What follows belongs to an exercise in optimizing a design on an open flow for small area, a short achievable clock period and few clock cycles per item; a production flow would make more cautious choices.
The RTL was checked by simulation tests, not by an equivalence proof against the original design.

==> flow/design.v (outline; a module is shown in full before it is edited, if it fits) <==
// module tone_sin_base: 140 lines
// module tone_sin_rom: 2059 lines
// module tone_exp_seg: 74 lines
// module tone_exp_rom: 267 lines
// module tone_engine: 106 lines
// module tone_addr: 38 lines
// module tone_sin: 306 lines
// module tone_mul: 377 lines
// module tone_nx: 464 lines
// module tone_oct: 558 lines
// module tone_div3: 114 lines
// module tone_exp: 619 lines
// module tone_clk: 1064 lines
// module tone_fa: 10 lines
// module tone_ha: 9 lines
module tone_engine (
    input  wire        clk,
    input  wire        rst,
    input  wire        in_valid,
    output wire        in_ready,
    input  wire [6:0]  in_note,
    input  wire [13:0] in_bend,
    input  wire [6:0]  in_mod,
    input  wire [12:0] in_phase,
    input  wire [23:0] in_clock_hz,
    output reg         out_valid,
    input  wire        out_ready,
    output reg  [17:0] out_period
);
  // ...
==> flow/flow/run.sh <==
#!/bin/bash
# Layout flow: the standard layout (standard.sh, unchanged synthesis and steps),
# except that the buffers buffer_ports puts on every input and output port are
# sky130_fd_sc_hd__buf_4 rather than the default clkdlybuf4s50_1 delay cell.
# The full make output goes to layout.log in the work folder; each ORFS step also
# keeps its own log under orfs/logs/.
set -euo pipefail
bash standard.sh BUFFER_PORTS_ARGS="-buffer_cell sky130_fd_sc_hd__buf_4" finish > layout.log 2>&1
==> flow/standard.sh <==
#!/bin/bash
# synth_recipe.tcl (not shown) runs the flow's synth.tcl, then flattens the netlist and writes it again
# the make line also repeats each setting of config.mk as NAME=value (left out here)
make -C /OpenROAD-flow-scripts/flow DESIGN_CONFIG=/design/flow/config.mk WORK_HOME=/design/flow/orfs CLKGATE_MAP_FILE= SYNTH_SCRIPT=/design/flow/synth_recipe.tcl "${@:-finish}"
==> flow/config.mk <==
export PLATFORM = sky130hd
export DESIGN_NAME = tone_engine
export DESIGN_NICKNAME = tone_engine
export VERILOG_FILES = /design/flow/design.v
export SDC_FILE = /design/flow/constraint.sdc
export NUM_CORES = 4
export LEC_CHECK = 0
export ABC_AREA = 1
export CAP_MARGIN = 20
export CORE_MARGIN = 2
export CORE_UTILIZATION = 55
export SLEW_MARGIN = 20
export SYNTH_HIERARCHICAL = 1
export SYNTH_MEMORY_MAX_BITS = 131072
export SYNTH_MINIMUM_KEEP_SIZE = 0
==> flow/constraint.sdc <==
create_clock -name core_clock -period 50.0 [get_ports {clk}]
set_input_delay 10.0000 -clock core_clock [delete_from_list [all_inputs] [get_ports {clk}]]
set_output_delay 10.0000 -clock core_clock [all_outputs]
set_load 0.01 [all_outputs]
==> run summary, run 1 <==
- The full die area is 82900 µm².
- After detailed routing, the average wire length per cell comes to 19.3 µm.
- The first-pass GRT wire length is 207000 µm.
- The run finished with no timing, DRC or antenna violations.
- After detailed routing, the met3 layer carries 9940 µm of wire.
- For this block, the routed nets add up to 129000 µm of wire.
- The clock tree from TritonCTS is yes.
- The quantity of gates resized following cts is 0.
- The worst hold path was traced through 0 stages.
- More flip-flops sit in one register than any other, and that register is r3_mp.
- The post-route cell area is 46400 µm².
- The startpoint of the worst setup timing path is out_period[12]$_DFFE_PP_.
- The clock reaches the later pin of the worst-skew pair after 600 ps.
- In this run the critical register-to-register path is captured at r2_w[18]$_DFFE_PN_.
- The region available for standard cell placement spans approximately 80000 µm².
- For this run, global-route usage on met1 was measured as 0.427.
- Counting tap cells, the placed design contains a total of 6594 instances.
- The number of global-route vias before repair is 37983.
- Measured along the x axis, the die boundary spans 288 µm.
- The number of inverters outside the clock class in the layout is 737.
- The die is 288 µm tall.
- The number of H-tree levels is 2.
- The maximum clock rate is between 80 and 90 MHz.
- The register bit total from synthesis is 271.
- The fraction of standard cell area in multi-input logic is 0.695.
- The summed instance area of the synthesized netlist is 44400 µm².
- The placement-stage worst setup slack is 38800 ps.
Testbench counts, summed over its fixed seeds: cycles 32,040, items 32,000.
==> module tone_div3, before the edit <==
module tone_div3 (
    input  wire [25:0] mp,
    output wire [23:0] fld
);
    wire div3_1 = mp[1] & ~mp[0];
    wire div3_2 = ~mp[1] & mp[0];
    wire div3_3 = mp[3] & ~mp[2];
    wire div3_4 = ~mp[3] & mp[2];
    wire div3_5 = mp[5] & ~mp[4];
    wire div3_6 = ~mp[5] & mp[4];
    wire div3_7 = mp[7] & ~mp[6];
    wire div3_8 = ~mp[7] & mp[6];
    wire div3_9 = mp[9] & ~mp[8];
    wire div3_10 = ~mp[9] & mp[8];
    wire div3_11 = mp[11] & ~mp[10];
    wire div3_12 = ~mp[11] & mp[10];
    wire div3_13 = mp[13] & ~mp[12];
    wire div3_14 = ~mp[13] & mp[12];
    wire div3_15 = mp[15] & ~mp[14];
    wire div3_16 = ~mp[15] & mp[14];
    wire div3_17 = mp[17] & ~mp[16];
    wire div3_18 = ~mp[17] & mp[16];
    wire div3_19 = mp[19] & ~mp[18];
    wire div3_20 = ~mp[19] & mp[18];
    wire div3_21 = mp[21] & ~mp[20];
    wire div3_22 = ~mp[21] & mp[20];
    wire div3_23 = mp[23] & ~mp[22];
    wire div3_24 = ~mp[23] & mp[22];
    wire div3_25 = mp[25] & ~mp[24];
    wire div3_26 = ~mp[25] & mp[24];
    wire div3_27 = (~(div3_23 | div3_24) & div3_26) | (div3_24 & ~(div3_25 | div3_26)) | (div3_23 & div3_25);
    wire div3_28 = (~(div3_23 | div3_24) & div3_25) | (div3_23 & ~(div3_25 | div3_26)) | (div3_24 & div3_26);
    wire div3_29 = (~(div3_19 | div3_20) & div3_22) | (div3_20 & ~(div3_21 | div3_22)) | (div3_19 & div3_21);
    wire div3_30 = (~(div3_19 | div3_20) & div3_21) | (div3_19 & ~(div3_21 | div3_22)) | (div3_20 & div3_22);
    wire div3_31 = (~(div3_15 | div3_16) & div3_18) | (div3_16 & ~(div3_17 | div3_18)) | (div3_15 & div3_17);
    wire div3_32 = (~(div3_15 | div3_16) & div3_17) | (div3_15 & ~(div3_17 | div3_18)) | (div3_16 & div3_18);
    wire div3_33 = (~(div3_11 | div3_12) & div3_14) | (div3_12 & ~(div3_13 | div3_14)) | (div3_11 & div3_13);
    wire div3_34 = (~(div3_11 | div3_12) & div3_13) | (div3_11 & ~(div3_13 | div3_14)) | (div3_12 & div3_14);
    wire div3_35 = (~(div3_7 | div3_8) & div3_10) | (div3_8 & ~(div3_9 | div3_10)) | (div3_7 & div3_9);
    wire div3_36 = (~(div3_7 | div3_8) & div3_9) | (div3_7 & ~(div3_9 | div3_10)) | (div3_8 & div3_10);
    wire div3_37 = (~(div3_3 | div3_4) & div3_6) | (div3_4 & ~(div3_5 | div3_6)) | (div3_3 & div3_5);
    wire div3_38 = (~(div3_3 | div3_4) & div3_5) | (div3_3 & ~(div3_5 | div3_6)) | (div3_4 & div3_6);
    wire div3_39 = (~(div3_21 | div3_22) & div3_27) | (div3_22 & ~(div3_28 | div3_27)) | (div3_21 & div3_28);
    wire div3_40 = (~(div3_21 | div3_22) & div3_28) | (div3_21 & ~(div3_28 | div3_27)) | (div3_22 & div3_27);
    wire div3_41 = (~(div3_30 | div3_29) & div3_27) | (div3_29 & ~(div3_28 | div3_27)) | (div3_30 & div3_28);
    wire div3_42 = (~(div3_30 | div3_29) & div3_28) | (div3_30 & ~(div3_28 | div3_27)) | (div3_29 & div3_27);
    wire div3_43 = (~(div3_13 | div3_14) & div3_31) | (div3_14 & ~(div3_32 | div3_31)) | (div3_13 & div3_32);
    wire div3_44 = (~(div3_13 | div3_14) & div3_32) | (div3_13 & ~(div3_32 | div3_31)) | (div3_14 & div3_31);
    wire div3_45 = (~(div3_34 | div3_33) & div3_31) | (div3_33 & ~(div3_32 | div3_31)) | (div3_34 & div3_32);
    wire div3_46 = (~(div3_34 | div3_33) & div3_32) | (div3_34 & ~(div3_32 | div3_31)) | (div3_33 & div3_31);
    wire div3_47 = (~(div3_5 | div3_6) & div3_35) | (div3_6 & ~(div3_36 | div3_35)) | (div3_5 & div3_36);
    wire div3_48 = (~(div3_5 | div3_6) & div3_36) | (div3_5 & ~(div3_36 | div3_35)) | (div3_6 & div3_35);
    wire div3_49 = (~(div3_38 | div3_37) & div3_35) | (div3_37 & ~(div3_36 | div3_35)) | (div3_38 & div3_36);
    wire div3_50 = (~(div3_38 | div3_37) & div3_36) | (div3_38 & ~(div3_36 | div3_35)) | (div3_37 & div3_35);
    wire div3_51 = (~(div3_17 | div3_18) & div3_41) | (div3_18 & ~(div3_42 | div3_41)) | (div3_17 & div3_42);
    wire div3_52 = (~(div3_17 | div3_18) & div3_42) | (div3_17 & ~(div3_42 | div3_41)) | (div3_18 & div3_41);
    wire div3_53 = (~(div3_32 | div3_31) & div3_41) | (div3_31 & ~(div3_42 | div3_41)) | (div3_32 & div3_42);
    wire div3_54 = (~(div3_32 | div3_31) & div3_42) | (div3_32 & ~(div3_42 | div3_41)) | (div3_31 & div3_41);
    wire div3_55 = (~(div3_44 | div3_43) & div3_41) | (div3_43 & ~(div3_42 | div3_41)) | (div3_44 & div3_42);
    wire div3_56 = (~(div3_44 | div3_43) & div3_42) | (div3_44 & ~(div3_42 | div3_41)) | (div3_43 & div3_41);
    wire div3_57 = (~(div3_46 | div3_45) & div3_41) | (div3_45 & ~(div3_42 | div3_41)) | (div3_46 & div3_42);
    wire div3_58 = (~(div3_46 | div3_45) & div3_42) | (div3_46 & ~(div3_42 | div3_41)) | (div3_45 & div3_41);
    wire div3_59 = (~(div3_1 | div3_2) & div3_49) | (div3_2 & ~(div3_50 | div3_49)) | (div3_1 & div3_50);
    wire div3_60 = (~(div3_1 | div3_2) & div3_50) | (div3_1 & ~(div3_50 | div3_49)) | (div3_2 & div3_49);
    wire div3_61 = (~(div3_9 | div3_10) & div3_57) | (div3_10 & ~(div3_58 | div3_57)) | (div3_9 & div3_58);
    wire div3_62 = (~(div3_9 | div3_10) & div3_58) | (div3_9 & ~(div3_58 | div3_57)) | (div3_10 & div3_57);
    wire div3_63 = (~(div3_36 | div3_35) & div3_57) | (div3_35 & ~(div3_58 | div3_57)) | (div3_36 & div3_58);
    wire div3_64 = (~(div3_36 | div3_35) & div3_58) | (div3_36 & ~(div3_58 | div3_57)) | (div3_35 & div3_57);
    wire div3_65 = (~(div3_48 | div3_47) & div3_57) | (div3_47 & ~(div3_58 | div3_57)) | (div3_48 & div3_58);
    wire div3_66 = (~(div3_48 | div3_47) & div3_58) | (div3_48 & ~(div3_58 | div3_57)) | (div3_47 & div3_57);
    wire div3_67 = (~(div3_50 | div3_49) & div3_57) | (div3_49 & ~(div3_58 | div3_57)) | (div3_50 & div3_58);
    wire div3_68 = (~(div3_50 | div3_49) & div3_58) | (div3_50 & ~(div3_58 | div3_57)) | (div3_49 & div3_57);
    wire div3_69 = (~(div3_60 | div3_59) & div3_57) | (div3_59 & ~(div3_58 | div3_57)) | (div3_60 & div3_58);
    wire div3_70 = (~(div3_60 | div3_59) & div3_58) | (div3_60 & ~(div3_58 | div3_57)) | (div3_59 & div3_57);
    wire div3_71 = mp[0] ^ div3_69;
    wire div3_72 = (div3_68 & ~mp[1]) | (~(div3_68 | div3_67) & mp[1]);
    wire div3_73 = mp[1] ^ div3_72;
    wire div3_74 = mp[2] ^ div3_67;
    wire div3_75 = (div3_66 & ~mp[3]) | (~(div3_66 | div3_65) & mp[3]);
    wire div3_76 = mp[3] ^ div3_75;
    wire div3_77 = mp[4] ^ div3_65;
    wire div3_78 = (div3_64 & ~mp[5]) | (~(div3_64 | div3_63) & mp[5]);
    wire div3_79 = mp[5] ^ div3_78;
    wire div3_80 = mp[6] ^ div3_63;
    wire div3_81 = (div3_62 & ~mp[7]) | (~(div3_62 | div3_61) & mp[7]);
    wire div3_82 = mp[7] ^ div3_81;
    wire div3_83 = mp[8] ^ div3_61;
    wire div3_84 = (div3_58 & ~mp[9]) | (~(div3_58 | div3_57) & mp[9]);
    wire div3_85 = mp[9] ^ div3_84;
    wire div3_86 = mp[10] ^ div3_57;
    wire div3_87 = (div3_56 & ~mp[11]) | (~(div3_56 | div3_55) & mp[11]);
    wire div3_88 = mp[11] ^ div3_87;
    wire div3_89 = mp[12] ^ div3_55;
    wire div3_90 = (div3_54 & ~mp[13]) | (~(div3_54 | div3_53) & mp[13]);
    wire div3_91 = mp[13] ^ div3_90;
    wire div3_92 = mp[14] ^ div3_53;
    wire div3_93 = (div3_52 & ~mp[15]) | (~(div3_52 | div3_51) & mp[15]);
    wire div3_94 = mp[15] ^ div3_93;
    wire div3_95 = mp[16] ^ div3_51;
    wire div3_96 = (div3_42 & ~mp[17]) | (~(div3_42 | div3_41) & mp[17]);
    wire div3_97 = mp[17] ^ div3_96;
    wire div3_98 = mp[18] ^ div3_41;
    wire div3_99 = (div3_40 & ~mp[19]) | (~(div3_40 | div3_39) & mp[19]);
    wire div3_100 = mp[19] ^ div3_99;
    wire div3_101 = mp[20] ^ div3_39;
    wire div3_102 = (div3_28 & ~mp[21]) | (~(div3_28 | div3_27) & mp[21]);
    wire div3_103 = mp[21] ^ div3_102;
    wire div3_104 = mp[22] ^ div3_27;
    wire div3_105 = (div3_25 & ~mp[23]) | (~(div3_25 | div3_26) & mp[23]);
    wire div3_106 = mp[23] ^ div3_105;
    wire div3_107 = mp[24] ^ div3_26;
    wire div3_108 = mp[25] ^ 1'b0;
    assign fld = {div3_106, div3_104, div3_103, div3_101, div3_100, div3_98, div3_97, div3_95, div3_94, div3_92, div3_91, div3_89, div3_88, div3_86, div3_85, div3_83, div3_82, div3_80, div3_79, div3_77, div3_76, div3_74, div3_73, div3_71};
endmodule
==> run 2: changes to the inputs <==
--- a/flow/design.v
+++ b/flow/design.v
@@ -4429,77 +4429,71 @@
     wire div3_36 = (~(div3_7 | div3_8) & div3_9) | (div3_7 & ~(div3_9 | div3_10)) | (div3_8 & div3_10);
     wire div3_37 = (~(div3_3 | div3_4) & div3_6) | (div3_4 & ~(div3_5 | div3_6)) | (div3_3 & div3_5);
     wire div3_38 = (~(div3_3 | div3_4) & div3_5) | (div3_3 & ~(div3_5 | div3_6)) | (div3_4 & div3_6);
-    wire div3_39 = (~(div3_21 | div3_22) & div3_27) | (div3_22 & ~(div3_28 | div3_27)) | (div3_21 & div3_28);
-    wire div3_40 = (~(div3_21 | div3_22) & div3_28) | (div3_21 & ~(div3_28 | div3_27)) | (div3_22 & div3_27);
-    wire div3_41 = (~(div3_30 | div3_29) & div3_27) | (div3_29 & ~(div3_28 | div3_27)) | (div3_30 & div3_28);
-    wire div3_42 = (~(div3_30 | div3_29) & div3_28) | (div3_30 & ~(div3_28 | div3_27)) | (div3_29 & div3_27);
-    wire div3_43 = (~(div3_13 | div3_14) & div3_31) | (div3_14 & ~(div3_32 | div3_31)) | (div3_13 & div3_32);
-    wire div3_44 = (~(div3_13 | div3_14) & div3_32) | (div3_13 & ~(div3_32 | div3_31)) | (div3_14 & div3_31);
-    wire div3_45 = (~(div3_34 | div3_33) & div3_31) | (div3_33 & ~(div3_32 | div3_31)) | (div3_34 & div3_32);
-    wire div3_46 = (~(div3_34 | div3_33) & div3_32) | (div3_34 & ~(div3_32 | div3_31)) | (div3_33 & div3_31);
-    wire div3_47 = (~(div3_5 | div3_6) & div3_35) | (div3_6 & ~(div3_36 | div3_35)) | (div3_5 & div3_36);
-    wire div3_48 = (~(div3_5 | div3_6) & div3_36) | (div3_5 & ~(div3_36 | div3_35)) | (div3_6 & div3_35);
-    wire div3_49 = (~(div3_38 | div3_37) & div3_35) | (div3_37 & ~(div3_36 | div3_35)) | (div3_38 & div3_36);
-    wire div3_50 = (~(div3_38 | div3_37) & div3_36) | (div3_38 & ~(div3_36 | div3_35)) | (div3_37 & div3_35);
-    wire div3_51 = (~(div3_17 | div3_18) & div3_41) | (div3_18 & ~(div3_42 | div3_41)) | (div3_17 & div3_42);
-    wire div3_52 = (~(div3_17 | div3_18) & div3_42) | (div3_17 & ~(div3_42 | div3_41)) | (div3_18 & div3_41);
-    wire div3_53 = (~(div3_32 | div3_31) & div3_41) | (div3_31 & ~(div3_42 | div3_41)) | (div3_32 & div3_42);
-    wire div3_54 = (~(div3_32 | div3_31) & div3_42) | (div3_32 & ~(div3_42 | div3_41)) | (div3_31 & div3_41);
-    wire div3_55 = (~(div3_44 | div3_43) & div3_41) | (div3_43 & ~(div3_42 | div3_41)) | (div3_44 & div3_42);
-    wire div3_56 = (~(div3_44 | div3_43) & div3_42) | (div3_44 & ~(div3_42 | div3_41)) | (div3_43 & div3_41);
-    wire div3_57 = (~(div3_46 | div3_45) & div3_41) | (div3_45 & ~(div3_42 | div3_41)) | (div3_46 & div3_42);
-    wire div3_58 = (~(div3_46 | div3_45) & div3_42) | (div3_46 & ~(div3_42 | div3_41)) | (div3_45 & div3_41);
-    wire div3_59 = (~(div3_1 | div3_2) & div3_49) | (div3_2 & ~(div3_50 | div3_49)) | (div3_1 & div3_50);
-    wire div3_60 = (~(div3_1 | div3_2) & div3_50) | (div3_1 & ~(div3_50 | div3_49)) | (div3_2 & div3_49);
-    wire div3_61 = (~(div3_9 | div3_10) & div3_57) | (div3_10 & ~(div3_58 | div3_57)) | (div3_9 & div3_58);
-    wire div3_62 = (~(div3_9 | div3_10) & div3_58) | (div3_9 & ~(div3_58 | div3_57)) | (div3_10 & div3_57);
-    wire div3_63 = (~(div3_36 | div3_35) & div3_57) | (div3_35 & ~(div3_58 | div3_57)) | (div3_36 & div3_58);
-    wire div3_64 = (~(div3_36 | div3_35) & div3_58) | (div3_36 & ~(div3_58 | div3_57)) | (div3_35 & div3_57);
-    wire div3_65 = (~(div3_48 | div3_47) & div3_57) | (div3_47 & ~(div3_58 | div3_57)) | (div3_48 & div3_58);
-    wire div3_66 = (~(div3_48 | div3_47) & div3_58) | (div3_48 & ~(div3_58 | div3_57)) | (div3_47 & div3_57);
-    wire div3_67 = (~(div3_50 | div3_49) & div3_57) | (div3_49 & ~(div3_58 | div3_57)) | (div3_50 & div3_58);
-    wire div3_68 = (~(div3_50 | div3_49) & div3_58) | (div3_50 & ~(div3_58 | div3_57)) | (div3_49 & div3_57);
-    wire div3_69 = (~(div3_60 | div3_59) & div3_57) | (div3_59 & ~(div3_58 | div3_57)) | (div3_60 & div3_58);
-    wire div3_70 = (~(div3_60 | div3_59) & div3_58) | (div3_60 & ~(div3_58 | div3_57)) | (div3_59 & div3_57);
-    wire div3_71 = mp[0] ^ div3_69;
-    wire div3_72 = (div3_68 & ~mp[1]) | (~(div3_68 | div3_67) & mp[1]);
-    wire div3_73 = mp[1] ^ div3_72;
-    wire div3_74 = mp[2] ^ div3_67;
-    wire div3_75 = (div3_66 & ~mp[3]) | (~(div3_66 | div3_65) & mp[3]);
-    wire div3_76 = mp[3] ^ div3_75;
-    wire div3_77 = mp[4] ^ div3_65;
-    wire div3_78 = (div3_64 & ~mp[5]) | (~(div3_64 | div3_63) & mp[5]);
-    wire div3_79 = mp[5] ^ div3_78;
-    wire div3_80 = mp[6] ^ div3_63;
-    wire div3_81 = (div3_62 & ~mp[7]) | (~(div3_62 | div3_61) & mp[7]);
-    wire div3_82 = mp[7] ^ div3_81;
-    wire div3_83 = mp[8] ^ div3_61;
-    wire div3_84 = (div3_58 & ~mp[9]) | (~(div3_58 | div3_57) & mp[9]);
-    wire div3_85 = mp[9] ^ div3_84;
-    wire div3_86 = mp[10] ^ div3_57;
-    wire div3_87 = (div3_56 & ~mp[11]) | (~(div3_56 | div3_55) & mp[11]);
-    wire div3_88 = mp[11] ^ div3_87;
-    wire div3_89 = mp[12] ^ div3_55;
-    wire div3_90 = (div3_54 & ~mp[13]) | (~(div3_54 | div3_53) & mp[13]);
-    wire div3_91 = mp[13] ^ div3_90;
-    wire div3_92 = mp[14] ^ div3_53;
-    wire div3_93 = (div3_52 & ~mp[15]) | (~(div3_52 | div3_51) & mp[15]);
-    wire div3_94 = mp[15] ^ div3_93;
-    wire div3_95 = mp[16] ^ div3_51;
-    wire div3_96 = (div3_42 & ~mp[17]) | (~(div3_42 | div3_41) & mp[17]);
-    wire div3_97 = mp[17] ^ div3_96;
-    wire div3_98 = mp[18] ^ div3_41;
-    wire div3_99 = (div3_40 & ~mp[19]) | (~(div3_40 | div3_39) & mp[19]);
-    wire div3_100 = mp[19] ^ div3_99;
-    wire div3_101 = mp[20] ^ div3_39;
-    wire div3_102 = (div3_28 & ~mp[21]) | (~(div3_28 | div3_27) & mp[21]);
-    wire div3_103 = mp[21] ^ div3_102;
-    wire div3_104 = mp[22] ^ div3_27;
-    wire div3_105 = (div3_25 & ~mp[23]) | (~(div3_25 | div3_26) & mp[23]);
-    wire div3_106 = mp[23] ^ div3_105;
-    wire div3_107 = mp[24] ^ div3_26;
-    wire div3_108 = mp[25] ^ 1'b0;
-    assign fld = {div3_106, div3_104, div3_103, div3_101, div3_100, div3_98, div3_97, div3_95, div3_94, div3_92, div3_91, div3_89, div3_88, div3_86, div3_85, div3_83, div3_82, div3_80, div3_79, div3_77, div3_76, div3_74, div3_73, div3_71};
+    wire div3_39 = (~(div3_30 | div3_29) & div3_27) | (div3_29 & ~(div3_28 | div3_27)) | (div3_30 & div3_28);
+    wire div3_40 = (~(div3_30 | div3_29) & div3_28) | (div3_30 & ~(div3_28 | div3_27)) | (div3_29 & div3_27);
+    wire div3_41 = (~(div3_34 | div3_33) & div3_31) | (div3_33 & ~(div3_32 | div3_31)) | (div3_34 & div3_32);
+    wire div3_42 = (~(div3_34 | div3_33) & div3_32) | (div3_34 & ~(div3_32 | div3_31)) | (div3_33 & div3_31);
+    wire div3_43 = (~(div3_38 | div3_37) & div3_35) | (div3_37 & ~(div3_36 | div3_35)) | (div3_38 & div3_36);
+    wire div3_44 = (~(div3_38 | div3_37) & div3_36) | (div3_38 & ~(div3_36 | div3_35)) | (div3_37 & div3_35);
+    wire div3_45 = (~(div3_42 | div3_41) & div3_39) | (div3_41 & ~(div3_40 | div3_39)) | (div3_42 & div3_40);
+    wire div3_46 = (~(div3_42 | div3_41) & div3_40) | (div3_42 & ~(div3_40 | div3_39)) | (div3_41 & div3_39);
+    wire div3_47 = (~(div3_44 | div3_43) & div3_45) | (div3_43 & ~(div3_46 | div3_45)) | (div3_44 & div3_46);
+    wire div3_48 = (~(div3_44 | div3_43) & div3_46) | (div3_44 & ~(div3_46 | div3_45)) | (div3_43 & div3_45);
+    wire div3_49 = (~(div3_32 | div3_31) & div3_39) | (div3_31 & ~(div3_40 | div3_39)) | (div3_32 & div3_40);
+    wire div3_50 = (~(div3_32 | div3_31) & div3_40) | (div3_32 & ~(div3_40 | div3_39)) | (div3_31 & div3_39);
+    wire div3_51 = (~(div3_36 | div3_35) & div3_45) | (div3_35 & ~(div3_46 | div3_45)) | (div3_36 & div3_46);
+    wire div3_52 = (~(div3_36 | div3_35) & div3_46) | (div3_36 & ~(div3_46 | div3_45)) | (div3_35 & div3_45);
+    wire div3_53 = (~(div3_21 | div3_22) & div3_27) | (div3_22 & ~(div3_28 | div3_27)) | (div3_21 & div3_28);
+    wire div3_54 = (~(div3_21 | div3_22) & div3_28) | (div3_21 & ~(div3_28 | div3_27)) | (div3_22 & div3_27);
+    wire div3_55 = (~(div3_17 | div3_18) & div3_39) | (div3_18 & ~(div3_40 | div3_39)) | (div3_17 & div3_40);
+    wire div3_56 = (~(div3_17 | div3_18) & div3_40) | (div3_17 & ~(div3_40 | div3_39)) | (div3_18 & div3_39);
+    wire div3_57 = (~(div3_13 | div3_14) & div3_49) | (div3_14 & ~(div3_50 | div3_49)) | (div3_13 & div3_50);
+    wire div3_58 = (~(div3_13 | div3_14) & div3_50) | (div3_13 & ~(div3_50 | div3_49)) | (div3_14 & div3_49);
+    wire div3_59 = (~(div3_9 | div3_10) & div3_45) | (div3_10 & ~(div3_46 | div3_45)) | (div3_9 & div3_46);
+    wire div3_60 = (~(div3_9 | div3_10) & div3_46) | (div3_9 & ~(div3_46 | div3_45)) | (div3_10 & div3_45);
+    wire div3_61 = (~(div3_5 | div3_6) & div3_51) | (div3_6 & ~(div3_52 | div3_51)) | (div3_5 & div3_52);
+    wire div3_62 = (~(div3_5 | div3_6) & div3_52) | (div3_5 & ~(div3_52 | div3_51)) | (div3_6 & div3_51);
+    wire div3_63 = (~(div3_1 | div3_2) & div3_47) | (div3_2 & ~(div3_48 | div3_47)) | (div3_1 & div3_48);
+    wire div3_64 = (~(div3_1 | div3_2) & div3_48) | (div3_1 & ~(div3_48 | div3_47)) | (div3_2 & div3_47);
+    wire div3_65 = mp[0] ^ div3_63;
+    wire div3_66 = (div3_48 & ~mp[1]) | (~(div3_48 | div3_47) & mp[1]);
+    wire div3_67 = mp[1] ^ div3_66;
+    wire div3_68 = mp[2] ^ div3_47;
+    wire div3_69 = (div3_62 & ~mp[3]) | (~(div3_62 | div3_61) & mp[3]);
+    wire div3_70 = mp[3] ^ div3_69;
+    wire div3_71 = mp[4] ^ div3_61;
+    wire div3_72 = (div3_52 & ~mp[5]) | (~(div3_52 | div3_51) & mp[5]);
+    wire div3_73 = mp[5] ^ div3_72;
+    wire div3_74 = mp[6] ^ div3_51;
+    wire div3_75 = (div3_60 & ~mp[7]) | (~(div3_60 | div3_59) & mp[7]);
+    wire div3_76 = mp[7] ^ div3_75;
+    wire div3_77 = mp[8] ^ div3_59;
+    wire div3_78 = (div3_46 & ~mp[9]) | (~(div3_46 | div3_45) & mp[9]);
+    wire div3_79 = mp[9] ^ div3_78;
+    wire div3_80 = mp[10] ^ div3_45;
+    wire div3_81 = (div3_58 & ~mp[11]) | (~(div3_58 | div3_57) & mp[11]);
+    wire div3_82 = mp[11] ^ div3_81;
+    wire div3_83 = mp[12] ^ div3_57;
+    wire div3_84 = (div3_50 & ~mp[13]) | (~(div3_50 | div3_49) & mp[13]);
+    wire div3_85 = mp[13] ^ div3_84;
+    wire div3_86 = mp[14] ^ div3_49;
+    wire div3_87 = (div3_56 & ~mp[15]) | (~(div3_56 | div3_55) & mp[15]);
+    wire div3_88 = mp[15] ^ div3_87;
+    wire div3_89 = mp[16] ^ div3_55;
+    wire div3_90 = (div3_40 & ~mp[17]) | (~(div3_40 | div3_39) & mp[17]);
+    wire div3_91 = mp[17] ^ div3_90;
+    wire div3_92 = mp[18] ^ div3_39;
+    wire div3_93 = (div3_54 & ~mp[19]) | (~(div3_54 | div3_53) & mp[19]);
+    wire div3_94 = mp[19] ^ div3_93;
+    wire div3_95 = mp[20] ^ div3_53;
+    wire div3_96 = (div3_28 & ~mp[21]) | (~(div3_28 | div3_27) & mp[21]);
+    wire div3_97 = mp[21] ^ div3_96;
+    wire div3_98 = mp[22] ^ div3_27;
+    wire div3_99 = (div3_25 & ~mp[23]) | (~(div3_25 | div3_26) & mp[23]);
+    wire div3_100 = mp[23] ^ div3_99;
+    wire div3_101 = mp[24] ^ div3_26;
+    wire div3_102 = mp[25] ^ 1'b0;
+    assign fld = {div3_100, div3_98, div3_97, div3_95, div3_94, div3_92, div3_91, div3_89, div3_88, div3_86, div3_85, div3_83, div3_82, div3_80, div3_79, div3_77, div3_76, div3_74, div3_73, div3_71, div3_70, div3_68, div3_67, div3_65};
 endmodule
 module tone_exp (
     input  wire [23:0] fld,
--- a/flow/config.mk
+++ b/flow/config.mk
@@ -9,6 +9,8 @@
 export CAP_MARGIN = 20
 export CORE_MARGIN = 2
 export CORE_UTILIZATION = 55
+export CTS_CLUSTER_DIAMETER = 60
+export CTS_CLUSTER_SIZE = 16
 export SLEW_MARGIN = 20
 export SYNTH_HIERARCHICAL = 1
 export SYNTH_MEMORY_MAX_BITS = 131072
==> run summary, run 2 <==
- The quantity of gates resized following cts is 0 (unchanged).
- The register bit total from synthesis is 271 (unchanged).
- The share of synthesized area in the top cell type comes to 0.203.
- The number of buffers and inverters on the critical path is 1.
- The area growth from synthesis to layout is 4.94%.
- The setup clock skew after layout is between 40 and 50 ps.
- In this run the clock root is driven by a clkbuf_16.
- The floorplan row count is between 100 and 150.
- The total length of routed wires is 130000 µm (+0.97%).
- Setup violations remaining at the end of the flow were counted as 0.
- The initial antenna violation count is 0.
- The initial core utilization is 0.557.
- The maximum number of pins on one net before global-route repair is between 100 and 150.
- The most used flip-flop cell after synthesis is edfxtp_1.
- At the pin with the least slew margin, the transition time is 1140 ps.
- The number of global-route vias before repair is 37571 (-1.1%).
- The number of fill cells is roughly 7500.
- The synthesized design spends more area on one cell type than any other, namely fa_1.
- The shortest period the worst path allows is about 11000 ps.
- The cell with the largest stage delay on the worst path is edfxtp_1.
- TritonCTS built the clock tree.
- The fraction of layout instances using a drive strength above 1 is 0.0765.
- The global placement routability congestion is about 1.
- The worst setup path is captured at a primary output.
- The most frequent cell after synthesis is nand2_1.
- The net count reported at finish is 6489.
- Synthesis produced a netlist with a net count of 6602.
- Across every metal layer, demand over resource in global routing totals 0.317.
- The critical path startpoint category is a flip-flop.
- The summed instance area of the synthesized netlist is 44200 µm² (-0.40%).
- The register with the most flip-flops in the layout has 26 of them.
- The count of hold buffers inserted by post-cts repair is 0.
- The netlist uses 65 different library cells.
- The first-pass GRT wire length was 208000 µm (+0.59%).
- The register with the most flip-flops in the final layout is r3_mp.
- Averaged over all synthesized cells, the footprint is approximately 7.8 µm².
- After synthesis, the most frequently instantiated cells are 1600 x nand2_1, 678 x inv_1, 448 x fa_1.
- The average wire length per cell after detail routing is 19.7 µm (+1.6%).
- The total via count in the routed design is roughly 38000.
- The multi-input combinational cell area is 32100 µm².
- Dividing the detail-routed via count by the number of cells gives 5.78.
- Of all nets on the critical path, the largest fanout is 1.
- The final hold violation count came to 0.
- The kind of cell with the highest combined delay along the critical path is flip-flops.
- Detailed placement ended at an HPWL of 98200 µm.
- After synthesis, the cell types taking the most area are fa_1 20%, edfxtp_1 17%, nand2_1 14%.
- The proportion of register bits with asynchronous set or reset after synthesis is 0.
- The signal on the critical path passes through buf_4.
- The core footprint came to 79300 µm² (-1.1%).
- The critical path is of the flip-flop to primary output type.
- The required time of the critical path is 40000 ps.
- The data arrival time at the worst-slack endpoint is around 1200 ps.
- Setup repair after global routing left no endpoint under its margin.
- The width of the die was 287 µm (-0.20%).
- The number of warnings reported in the yosys synthesis log is 11.
- The worst max-slew margin expressed relative to the limit is 0.237.
- In the layout the commonest cells are 1599 x nand2_1, 678 x inv_1, 448 x fa_1.
- The flow ran to the end and the layout has no timing, DRC or antenna violations.
- The synthesized design contains 246 enable-type register cells.
- The number of H-tree levels is 2 (unchanged).
- No sink is reached through more buffers than the 3 on the longest clock path.
- The number of sinks handled by clock tree synthesis is ~270.
- The post-route clock period utilization is 0.223.
- Registers take slightly below 8000 µm².
- The number of setup buffers added after CTS is 0.
- The share of the Yosys chip area taken by registers is 0.179.
- In the routed design, unresolved DRC markers number 0.
- The number of cells produced by synthesis is 5651.
- The detailed-router iteration count before antenna repair is 7.
- The number of maximum-capacitance constraint violations is 0.
- The final total negative setup slack is 0 ps.
- The final number of max-transition violations is 0.
- For this run, the number of standard cells in the final layout without fillers is ~6600.
- The overall overflow remaining after global route is 0.
- The full die area is 82600 µm² (-0.39%).
- The cell total after placement is 6550 (-0.67%).
- Input and output buffers added on the ports amount to roughly 90.
- After the first detailed-routing iteration, the DRC count stood at 3872.
- For this run, the slowest stage of the critical path takes 410 ps.
- The number of diodes is 0.
- The clock slew at the register clock pins of the worst setup and hold paths is around 70 ps.
- The maximum clock rate is 89.6 MHz (-0.14%).
- The number of buffers created by CTS is 36.
- just under 90 I/O pins were placed.
- The later-pin clock latency in the skew report is 600 ps (about the same).
- The number of nets still failing antenna checks after routing is 0.
- The library cell used most frequently in the layout, excluding fill and tap cells, is nand2_1.
- The y dimension of the die is 287 µm (-0.20%).
- The path class of the tightest hold or removal check is flip-flop to flip-flop.
## run 2: layout make-up
type | instances | area share
Timing Repair Buffer | 140 | 0.0227
Multi-Input combinational cell | 4356 | 0.692
Clock buffer | 39 | 0.0197
Tap cell | 1050 | 0.0283
Inverter | 733 | 0.0597
Sequential cell | 271 | 0.170
Clock inverter | 26 | 0.00710
## run 2: path summary, 6_finish.rpt
check / endpoint / startpoint / cells past startpoint / slack (ps)
worst max-delay path: out_period[9] / out_period[9]$_DFFE_PP_ / 1 / 38840
worst min-delay path: r4_clkhz[1]$_DFFE_PN_ / r3_clkhz[1]$_DFFE_PN_ / 0 / 410
worst max register to register: r2_w[18]$_DFFE_PN_ / r1_phase[11]$_DFFE_PN_ / 52 / 39170
worst min register to register: r4_clkhz[1]$_DFFE_PN_ / r3_clkhz[1]$_DFFE_PN_ / 0 / 410
## run 2: Yosys stat by module, one instance, submodules excluded, a selection
module | copies in the design | cell area [µm²] | cells inside
tone_clk | 1 | 6640 | 1048
tone_mul | 1 | 2340 | 334
tone_addr | 1 | 342 | 61
tone_div3 | 1 | 1710 | 289
tone_fa | 397 | 20.0 | 1
tone_sin_rom | 1 | 2140 | 438
tone_exp_seg | 1 | 1470 | 321
tone_sin_base | 1 | 3360 | 727
tone_exp | 1 | 1750 | 331
tone_exp_rom | 1 | 2440 | 527
tone_sin | 1 | 1080 | 182
tone_ha | 98 | 12.5 | 1
## run 2: logic make-up after synthesis
| logic type | synth area share |
|---|---|
| compound gates | 0.0931 |
| xor+xnor | 0.0679 |
| buf+inv | 0.0984 |
| mux | 0.00348 |
| simple gates | 0.233 |
| flops | 0.179 |
| fa+ha+maj | 0.326 |
## run 2: per-layer routing
metal / up-vias / GRT usage / part of all wire
met5: - / 0 / 0
li1: 18003 / - / -
met4: 0 / 0.108 / 0.035
met2: 1737 / 0.514 / 0.46
met3: 277 / 0.0473 / 0.081
met1: 18239 / 0.434 / 0.42
## run 2: through the flow
stage	hold slack (ps)	worst slack, ps	cell area [µm²]	util
after floorplan	400	39180	44200	-
after global placement	401	38840	45100	0.569
after detailed placement	405	38810	45100	0.569
after CTS	414	38800	46400	0.585
after global routing	424	38450	46400	0.585
final	411	38840	46400	0.585
Testbench counts of run 2, summed over its fixed seeds: cycles 32,040, items 32,000.
==> run 3: changes to the inputs <==
--- a/flow/config.mk
+++ b/flow/config.mk
@@ -9,8 +9,6 @@
 export CAP_MARGIN = 20
 export CORE_MARGIN = 2
 export CORE_UTILIZATION = 55
-export CTS_CLUSTER_DIAMETER = 60
-export CTS_CLUSTER_SIZE = 16
 export SLEW_MARGIN = 20
 export SYNTH_HIERARCHICAL = 1
 export SYNTH_MEMORY_MAX_BITS = 131072
==> run summary, run 3 <==
- The global-route usage over all layers is 0.318 (+0.00110).
- The synthesized-area fraction occupied by ao, oa, aoi and oai cells is 0.0931 (unchanged).
- The worst max-slew margin expressed relative to the limit is 0.231 (-0.00576).
- The initial core utilization is 0.557 (unchanged).
- The number of buffers created by CTS came to 36 (unchanged).
- The tree is rooted in a clkbuf_16.
- The setup clock skew after layout is 40.1 ps (-8.26 ps).
- Among all flip-flop cells after synthesis, the most frequent one is edfxtp_1.
- The number of synthesized flops with an enable pin is 246 (unchanged).
- The sequential cell area was 7890 µm² (unchanged).
- The clock slew at the register clock pins of the worst setup and hold paths is 60 ps (about the same).
- The later-pin clock latency in the skew report is 590 ps (about the same).
- The multiplexer share of the synthesized area was 0.00348 (unchanged).
- The y dimension of the die came to 287 µm (unchanged).
- The post-synth net total is 6602 (unchanged).
- The required time of the critical path is 40000 ps (about the same).
- The global placement routability congestion came to 1.00 (unchanged).
- The number of buffers between clock root and the deepest sink came to 3 (unchanged).
- The data arrival time at the worst-slack endpoint is 1130 ps (-30 ps).
- The number of diodes is 0 (unchanged).
- The peak per-stage delay on the critical path was 390 ps (-20 ps).
- The number of cells produced by synthesis is 5651 (unchanged).
- The average cell area after synthesis is 7.82 µm² (unchanged).
- The area growth from synthesis to layout is 4.82%.
- The maximum net fanout on the critical path is 1 (unchanged).
- The count of boundary I/O pins was 89 (unchanged).
- The critical path endpoint is out_period[9].
- The adder and majority cell fraction of the synthesized area came to 0.326 (unchanged).
- The number of library cell types mapped by synthesis came to 65 (unchanged).
- The shortest period the worst path allows is 11130 ps (-29.0 ps).
- The area share of the largest cell type after synthesis is 0.203 (unchanged).
- The initial antenna violation count is 0 (unchanged).
- The first-pass GRT wire length is 209000 µm (+0.25%).
- The overall overflow remaining after global route is 0 (unchanged).
- The average wire length per cell after detail routing is 19.8 µm (+0.65%).
- The number of nets still failing antenna checks after routing is 0 (unchanged).
- The number of fill cells is 7557 (+0.40%).
- The quantity of gates resized following cts is 0 (unchanged).
- The number of global-route vias before repair was 37594 (+0.061%).
- The net count reported at finish is 6489 (unchanged).
- The count of hold buffers inserted by post-cts repair is 0 (unchanged).
- The startpoint of the worst setup timing path is out_period[9]$_DFFE_PP_.
- The number of vias per cell is 5.79 (about the same).
- The class of the tightest hold or removal check is flip-flop to flip-flop.
- The final total negative setup slack is 0 ps (unchanged).
- The number of sinks handled by clock tree synthesis came to 271 (unchanged).
- The kind of end point of the critical path is a primary output.
- The share of synthesized area occupied by flip-flops and latches is 0.179 (unchanged).
- The total stage count of the critical path is 1 (unchanged).
- The final hold violation count came to 0 (unchanged).
- The fraction of the mapped netlist area in simple logic gates was 0.233 (unchanged).
- Sorting the synthesized cells by area gives the leading types as fa_1 20%, edfxtp_1 17%, nand2_1 14%.
- The critical path in this run is classified as flip-flop to primary output.
- The count of final setup violators is 0 (unchanged).
- The maximum number of pins on one net before global-route repair is 106 (unchanged).
- The HPWL after detailed placement is 98200 µm (unchanged).
- The cell total after placement is 6550 (unchanged).
- The total length of routed wires is 131000 µm (+0.65%).
- The transition time at the pin with the least slew margin is 1150 ps (+8.61 ps).
- The DRC violation total after the first TritonRoute iteration is 3830 (-1.1%).
- The width of the die is 287 µm (unchanged).
- The worst reg-to-reg setup slack is 39170 ps (about the same).
- Among all stages on the critical path, the largest delay is contributed by edfxtp_1.
- The proportion of register bits with asynchronous set or reset after synthesis was 0 (unchanged).
- Yosys instantiated no cell more often than nand2_1.
- The residual DRC count is 0 (unchanged).
- The depth of the most critical reg-to-reg path is 49 (-5.8%).
- The fraction of layout instances using a drive strength above 1 came to 0.0758 (-0.000719).
- The flip-flop count of the largest register, all copies and words added came to 26 (unchanged).
- The commonest cells after synthesis are 1600 x nand2_1, 678 x inv_1, 448 x fa_1.
- The post-route clock period utilization is 0.223 (-0.000580).
- The total via count in the routed design is 38279 (+0.060%).
- Broken down by cell family, the worst path's largest delay share belongs to flip-flops.
- The number of input and output port buffers inserted came to 88 (unchanged).
- The worst register-to-register path begins at r1_phase[0]$_DFFE_PN_.
- The summed instance area of the synthesized netlist is 44200 µm² (unchanged).
- The multi-input combinational cell area is 32100 µm² (unchanged).
- TritonCTS built the clock tree.
- The critical path goes through buf_4.
- The biggest area consumer among synthesized cells is fa_1.
- The post-CTS repair timing setup buffer count is 0 (unchanged).
- The core footprint is 79300 µm² (unchanged).
- The register bit total from synthesis was 271 (unchanged).
- The library cell used most frequently in the layout, excluding fill and tap cells, is nand2_1.
- The count of buffering cells on the critical path with inverters included is 1 (unchanged).
- The floorplan row count is 103 (unchanged).
- The final number of max-transition violations is 0 (unchanged).
- The number of maximum-capacitance constraint violations is 0 (unchanged).
- The number of standard cells in the layout, taps in and fillers out came to 6615 (unchanged).
- The critical path startpoint category is a flip-flop.
- The capture point of the worst reg-to-reg path is r2_w[18]$_DFFE_PN_.
- Setup repair after global routing left no endpoint under its margin.
- The detailed-router iteration count before antenna repair is 7 (unchanged).
- The XOR/XNOR share of the synthesized area is 0.0679 (unchanged).
- The number of warnings reported in the yosys synthesis log was 11 (unchanged).
- The dominant combinational cell family by area after synthesis is adder cells.
- The utilization after layout was 0.584 (-0.000679).
- The top cell types in the final layout, fill and taps aside, are 1599 x nand2_1, 678 x inv_1, 448 x fa_1.
- The register ranked first by flip-flop count is r3_mp.
- The full die area is 82600 µm² (unchanged).
- The maximum clock rate is 89.8 MHz (+0.26%).
- The run finished with no timing, DRC or antenna violations.
- The number of H-tree levels was 2 (unchanged).
==> run 3: cell families after synthesis <==
family	count (synthesis)
buffers and inverters	1024
and+or+nand+nor	2419
AOI/OAI and AO/OA	701
DFF	271
xor gates and xnor gates	341
muxes	13
adders and majority gates	882
==> run 3: final cells by class <==
| type | count | area share |
|---|---|---|
| Inverter | 733 | 0.0597 |
| Clock inverter | 18 | 0.00400 |
| Timing Repair Buffer | 140 | 0.0227 |
| Sequential cell | 271 | 0.170 |
| Clock buffer | 47 | 0.0216 |
| Tap cell | 1050 | 0.0284 |
| Multi-Input combinational cell | 4356 | 0.693 |
==> run 3: how the worst min path moves through the flow <==
stage | slack, ps | cells past startpoint | to | startpoint
detailed placement | 410 | 0 | r3_clkhz[7]$_DFFE_PN_ | r2_clkhz[7]$_DFFE_PN_
floorplan | 400 | 0 | r2_bend[0]$_DFFE_PN_ | r1_bend[0]$_DFFE_PN_
finish | 420 | 0 | r3_clkhz[9]$_DFFE_PN_ | r2_clkhz[9]$_DFFE_PN_
global route | 420 | 0 | r3_clkhz[22]$_DFFE_PN_ | r2_clkhz[22]$_DFFE_PN_
CTS | 420 | 0 | r3_clkhz[9]$_DFFE_PN_ | r2_clkhz[9]$_DFFE_PN_
global placement | 400 | 0 | r4_clkhz[6]$_DFFE_PN_ | r3_clkhz[6]$_DFFE_PN_
==> run 3: layer usage <==
metal / wire (µm) / part of all wire / global-route usage
met2: 60100 / 0.46 / 0.513
met5: 0 / 0 / 0
met3: 10500 / 0.080 / 0.0487
met4: 4810 / 0.037 / 0.112
met1: 55500 / 0.42 / 0.436
==> run 3: per-stage QoR <==
stage                     instance area (µm²)  hold slack [ps]  setup WS [ps]
after floorplan                         44200              400          39180
after global placement                  45100              401          38840
after detailed placement                45100              405          38810
after CTS                               46300              419          38820
after global routing                    46300              424          38440
final                                   46300              417          38870
==> run 3: per-module statistics from Yosys (local to each module, per instance), a selection <==
module	cell area, µm²	times used
tone_engine	8260	1
tone_mul	2340	1
tone_nx	2020	1
tone_div3	1710	1
tone_sin	1080	1
tone_addr	342	1
tone_ha	12.5	98

[what the ideal ports hide]
The results above use ideal ports. As a check the final layouts listed here were re-extracted and re-timed, cells and wires unchanged.
Step 1 sets driving cells, clkbuf_16 on the clock port and buf_2 on the other inputs (assumed; they add their load-dependent delay and slew).
Step 2 also shifts input and output timing later by t, the mid clock arrival at the registers, as if the neighbouring blocks saw the same clock.
Three values: ideal, step 1, step 2; two values: the first two.
run	shift t [ns]	setup slack, ns	worst slew at a driven data input, ns
run 1	0.643	38.856 / 38.788 / 38.789	0.05
run 2	0.637	38.841 / 38.776 / 38.797	0.06
run 3	0.639	38.870 / 38.804 / 38.793	0.06
After both steps every run listed still meets setup and hold. For run 3, which loses most, drivers alone change the setup slack by -0.066 ns; drivers and shift together by -0.077 ns.
